This is an optimization exercise on Yosys and OpenROAD, whose aim is small area, a short achievable clock period and few clock cycles per item, not a production implementation.
In this exercise RTL edits were held to simulation tests only and were not proved equivalent to the original.

--- flow/constraint.sdc ---
create_clock -name core_clock -period 22.0 [get_ports {clk}]
set_input_delay 4.4000 -clock core_clock [delete_from_list [all_inputs] [get_ports {clk}]]
set_output_delay 4.4000 -clock core_clock [all_outputs]
set_load 0.01 [all_outputs]
--- flow/design.v ---
module apc_acorr (
    input  wire               clk,
    input  wire               rst,
    input  wire               in_valid,
    output wire               in_ready,
    input  wire signed [11:0] sample,
    input  wire        [7:0]  nmin,
    input  wire        [7:0]  nmax,
    output reg                out_valid,
    output reg         [7:0]  out_lag,
    output reg  signed [39:0] out_zpk,
    output reg  signed [39:0] out_z0
);
    localparam [1:0] ST_LOAD = 2'd0;
    localparam [1:0] ST_CALC = 2'd1;
    localparam [1:0] ST_DONE = 2'd2;
    reg [1:0] state;
    reg signed [11:0] frame [0:255];
    reg        [7:0]  wr_idx;
    reg        [7:0]  lo, hi;           
    reg signed [19:0] sum;              
    reg        [7:0]  lag;              
    reg        [7:0]  k;                
    reg               first;            
    reg signed [31:0] acc;              
    reg signed [39:0] z0;               
    reg signed [39:0] zm1, zm2;         
    reg signed [39:0] best;
    reg        [7:0]  best_lag;
    assign in_ready = (state == ST_LOAD);
    wire signed [11:0] ya   = frame[k];
    wire signed [11:0] yb   = frame[k + lag];           
    wire signed [23:0] prod = ya * yb;
    wire signed [31:0] acc_next = acc + prod;
    wire signed [39:0] nz   = ($signed({acc_next, 8'd0})) - sum * sum;
    always @(posedge clk) begin
        if (rst) begin
            state     <= ST_LOAD;
            wr_idx    <= 8'd0;
            out_valid <= 1'b0;
        end else begin
            out_valid <= 1'b0;
            case (state)
                ST_LOAD: begin
                    if (in_valid) begin
                        frame[wr_idx] <= sample;
                        if (wr_idx == 8'd0) begin
                            lo  <= nmin;
                            hi  <= nmax;
                            sum <= sample;
                        end else begin
                            sum <= sum + sample;
                        end
                        wr_idx <= wr_idx + 8'd1;
                        if (wr_idx == 8'd255) begin
                            state    <= ST_CALC;
                            first    <= 1'b1;
                            lag      <= 8'd0;
                            k        <= 8'd0;
                            acc      <= 32'sd0;
                            best     <= 40'sd0;
                            best_lag <= 8'd0;
                        end
                    end
                end
                ST_CALC: begin
                    k   <= k + 8'd1;
                    acc <= acc_next;
                    if (k == 8'd255) begin
                        acc <= 32'sd0;
                        if (first) begin
                            z0    <= nz;
                            first <= 1'b0;
                            if (lo > hi)
                                state <= ST_DONE;
                            else
                                lag <= lo - 8'd1;
                        end else begin
                            if (lag >= lo + 8'd1) begin
                                if (zm1 > zm2 && zm1 >= nz && zm1 > best) begin
                                    best     <= zm1;
                                    best_lag <= lag - 8'd1;
                                end
                            end
                            zm2 <= zm1;
                            zm1 <= nz;
                            if (lag == hi + 8'd1)
                                state <= ST_DONE;
                            else
                                lag <= lag + 8'd1;
                        end
                    end
                end
                default: begin  
                    out_valid <= 1'b1;
                    out_z0    <= z0;
                    if (z0 > 40'sd0) begin
                        out_lag <= best_lag;
                        out_zpk <= best;
                    end else begin
                        out_lag <= 8'd0;
                        out_zpk <= 40'sd0;
                    end
                    wr_idx <= 8'd0;
                    state  <= ST_LOAD;
                end
            endcase
        end
    end
endmodule
--- flow/config.mk ---
export PLATFORM = sky130hd
export DESIGN_NAME = apc_acorr
export DESIGN_NICKNAME = apc_acorr
export VERILOG_FILES = /design/flow/design.v
export SDC_FILE = /design/flow/constraint.sdc
export NUM_CORES = 4
export LEC_CHECK = 0
export CAP_MARGIN = 20
export CORE_MARGIN = 2
export CORE_UTILIZATION = 45
export CTS_CLUSTER_DIAMETER = 60
export CTS_CLUSTER_SIZE = 10
export SLEW_MARGIN = 20
--- flow/run.sh ---
#!/bin/bash
# synth_recipe.tcl (not shown) runs the flow's synth.tcl, then flattens the netlist and writes it again
# the make line also repeats each setting of config.mk as NAME=value (left out here)
make -C /OpenROAD-flow-scripts/flow DESIGN_CONFIG=/design/flow/config.mk WORK_HOME=/design/flow/orfs CLKGATE_MAP_FILE= SYNTH_SCRIPT=/design/flow/synth_recipe.tcl finish
==> metrics.md <==
| Metric | Value |
|---|---|
| Status | no timing/DRC/antenna violations |
| Hold Fails Final Rpt | 0 |
| Worst slew pin tran | 1.21 ns |
| RSZ-0062 raised after global routing | false |
| CP Capture Type | flop |
| Worst path most repeated cell | fa_1 |
| Root Buffer | clkbuf_16 |
| CTS Sinks | 3426 |
| First-pass GRT wire length | 808 mm |
| RD Place Congestion | 0.908 |
| Mapped Cells | 9713 |
| Total number of vias | 101000 |
| Multi-input logic area | 73900 sq um |
| I/O Pins | 121 |
| Min cycle time layout | 19.94 ns |
| Post-synth net total | 10700 |
| Reg area | 103000 sq um |
| Gr ovfl total | 0 |
| Synth area leaders | edfxtp_1 56%, mux4_2 25%, fa_1 6.9% |
| Clk Latency, worst-skew pair | 1.01 ns |
| Detailed Route Iter0 Violations | 14000 |
| Number of global-route vias before repair | 104000 |
| Post-cts sizing count | 0 |
| Initial antenna violation count | 41 |
| DRC | 0 |
| Postcts setup bufs | 0 |
| Fmax | 0.0501 GHz |
| Global Route Usage Sum | 28.1% |
| CTS tree | yes |
| Clk_skew | 0.0870 ns |
| Syn avg cell area | 18.7 sq um |
| Top FF cell, synth | edfxtp_1 |
| CTS buffer count | 406 |
| Initial Util | 45.1% |
| Die width | 639 um |
| Asr flop ratio synth | 0% |
| Slew Limit Fails | 0 |
| Total negative slack | 0 ns |
| DP Cell Count | 14800 |
| Share of layout cells above drive strength 1 | 31.1% |
| Critical path's top delay family | adder cells |
| Drt wl/cell | 37.1 um |
| Clock buffer depth | 4 |
| Nets | 11000 |
| Core outline area | 402000 sq um |
| Yosys warnings | 1 |
| Drt via density | 6.59 |
| Routed Antenna Nets | 0 |
| Yosys top cell by area | edfxtp_1 |
| Worst Path Max Fanout | 47 |
| CP peak stage delay | 1.10 ns |
| Final period utilization | 90.6% |
| Largest net degree at the start of global routing | 168 |
| Layout Area Growth over Synthesis | 11.5% |
| Cell variety after synth | 64 |
| Max-slew headroom | 19.0% |
| Buffers on Ports | 120 |
| Pre-Repair DR Iteration Count | 6 |
| CP Class | flop to flop |
| Die Ht | 639 um |
| FF+latch count, synth | 3426 |
| WP buf/inv | 13 |
| Synth top area share | 56.4% |
| Startpoint Class | flop |
| CP required | 22.57 ns |
| H-tree lvl count | 5 |
| Rows | 233 |
| Post-synth EDFFs | 3407 |
| DIE AREA | 409000 sq um |
| Post-DP HPWL | 379 mm |
| Critical Path AT | 20.51 ns |
| Final WL | 571 mm |
| Sequential area share after synthesis | 56.6% |
| Mapped Area | 182000 sq um |
| Cts hold-fix bufs | 0 |
| Finished Layout Cells | 15400 |
| Slowest cell on crit path | fa_4 |
| Fill count | 32000 |
| Maxcap violations | 0 |
| Setup-failing EPs final | 0 |
| Hold Worst Slack | 0.451 ns |
| Hold WC Path Type | flop to flop |
| Worst-path clk slew | 0.05 ns |
-- sequential cells by signal, indices dropped and copies added, names as in the netlist, named ones only --
| signal | cells |
|---|---|
| acc | 32 |
| best | 39 |
| best_lag | 8 |
| first | 1 |
| frame | 3072 |
| hi | 8 |
| k | 8 |
| lag | 8 |
| lo | 8 |
| out_lag | 8 |
| out_valid | 1 |
| out_z0 | 39 |
| out_zpk | 39 |
| state | 2 |
| sum | 20 |
| wr_idx | 8 |
| z0 | 39 |
| zm1 | 39 |
| zm2 | 39 |
-- path summary, 6_finish.rpt --
| path | startpoint | end | slack, ns | cells past startpoint |
|---|---|---|---|---|
| worst max-delay path | lag[0] | best[8] | 2.06 | 60 |
| worst max register to register | lag[0] | best[8] | 2.06 | 60 |
| worst min register to register | z0[5] | out_z0[5] | 0.45 | 0 |
| worst min-delay path | z0[5] | out_z0[5] | 0.45 | 0 |
-- metrics by stage --
step,util [%],setup slack [ns],instance area (sq um)
after detailed placement,47.4,2.24,191000
after global routing,50.3,1.18,202000
after floorplan,-,1.90,182000
final,50.3,2.06,202000
after CTS,50.3,2.19,202000
after global placement,47.3,2.22,190000
-- cells by family (layout without fill, tap and decap cells) --
kind of cell             count (synthesis)  after routing  synth area share, %
other                                    0             11                    0
AND/OR/NAND/NOR                       1195           1195                 3.10
multiplexers                          2061           2061                 25.3
buffers and inverters                 1470           1850                 3.37
adder cells (fa/ha/maj)                995            995                 9.43
XOR/XNOR                               162            162                0.782
flip-flops                            3426           3426                 56.6
AO/OA/AOI/OAI                          404            404                 1.42
-- cell usage in the layout (no fill, tap or decap), drive strengths merged, types with 16 or more instances in the layout --
master	synthesis	layout
clkinv	1	45
nor4	20	20
inv	871	889
clkdlybuf4s50	0	108
nor2	424	424
buf	296	325
clkbuf	302	464
fa	623	623
mux4	2026	2026
o21ai	82	82
edfxtp	3407	3407
and2	157	157
nand2	288	288
a211oi	28	28
mux2	17	17
nor3	28	28
xnor2	108	108
a21oi	120	120
nor2b	107	107
dfxtp	19	19
ha	372	372
mux2i	18	18
o21a	16	16
nand2b	32	32
a21o	67	67
and3	19	19
nand4	31	31
xor2	54	54
nand3	55	55
-- synth_stat cells, types with 23 or more instances --
cell type and count:
buf_1 66, buf_2 166, buf_6 40, mux4_2 2026, inv_1 871, ha_1 372
a21o_1 67, xor2_1 54, and2_1 157, nand2_1 288, fa_1 623, a211oi_1 28
o21ai_0 77, clkbuf_1 302, nor3_1 28, nor2b_1 107, xnor2_1 108, nand3_1 55
nand4_1 31, a21oi_1 120, nand2b_1 32, nor2_1 424, buf_4 23, edfxtp_1 3407
-- worst reg2reg max path, delay by kind of cell, from the launching register on --
family / cells / cell delay, ns
adders and majority gates: 17 / 8.20
xor gates and xnor gates: 1 / 0.19
and+or+nand+nor: 9 / 2.00
DFF: 1 / 0.60
buffers and inverters: 13 / 2.04
muxes: 5 / 2.61
AOI/OAI and AO/OA: 15 / 3.87
-- cell type report --
class,instances,share of cell area (%)
clock buffers,458,5.20
inverters,872,1.62
repair buffers,439,2.17
flip-flops and latches,3426,50.7
well taps,5287,3.27
multi-input cells,4817,36.5
clock inverters,81,0.467
diodes,11,0.0136
-- metal layers --
layer	global-route usage (%)	share of wire, %	up-vias
met5	0	0.017	-
met4	11.0	4.6	16
met3	7.51	11	1043
met2	42.6	46	6215
met1	38.8	38	54900
li1	-	-	39300
Testbench counts, summed over its fixed seeds: cycles 1,118,018, frames 60.

==> separate check: timing with driven ports <==
The results above use ideal ports. As a check the final layout listed here was re-extracted and re-timed, cells and wires unchanged. Step 1: set_driving_cell puts a clkbuf_16 on clk and a buf_2 on each other input, an assumption about the parent block. Step 2 also shifts input and output timing later by t, the mid clock arrival at the registers, as if the neighbouring blocks saw the same clock. Three values: no drivers, after step 1, after step 2; two values: the first two.
t, ns: 1.071
setup WS [ns]: 2.059 / 2.059 / 2.059
worst setup path after step 2: register to register
After both steps this run still meets setup and hold. The setup slack of this run moves by 0.000 ns with the drivers and by 0.000 ns with both steps.
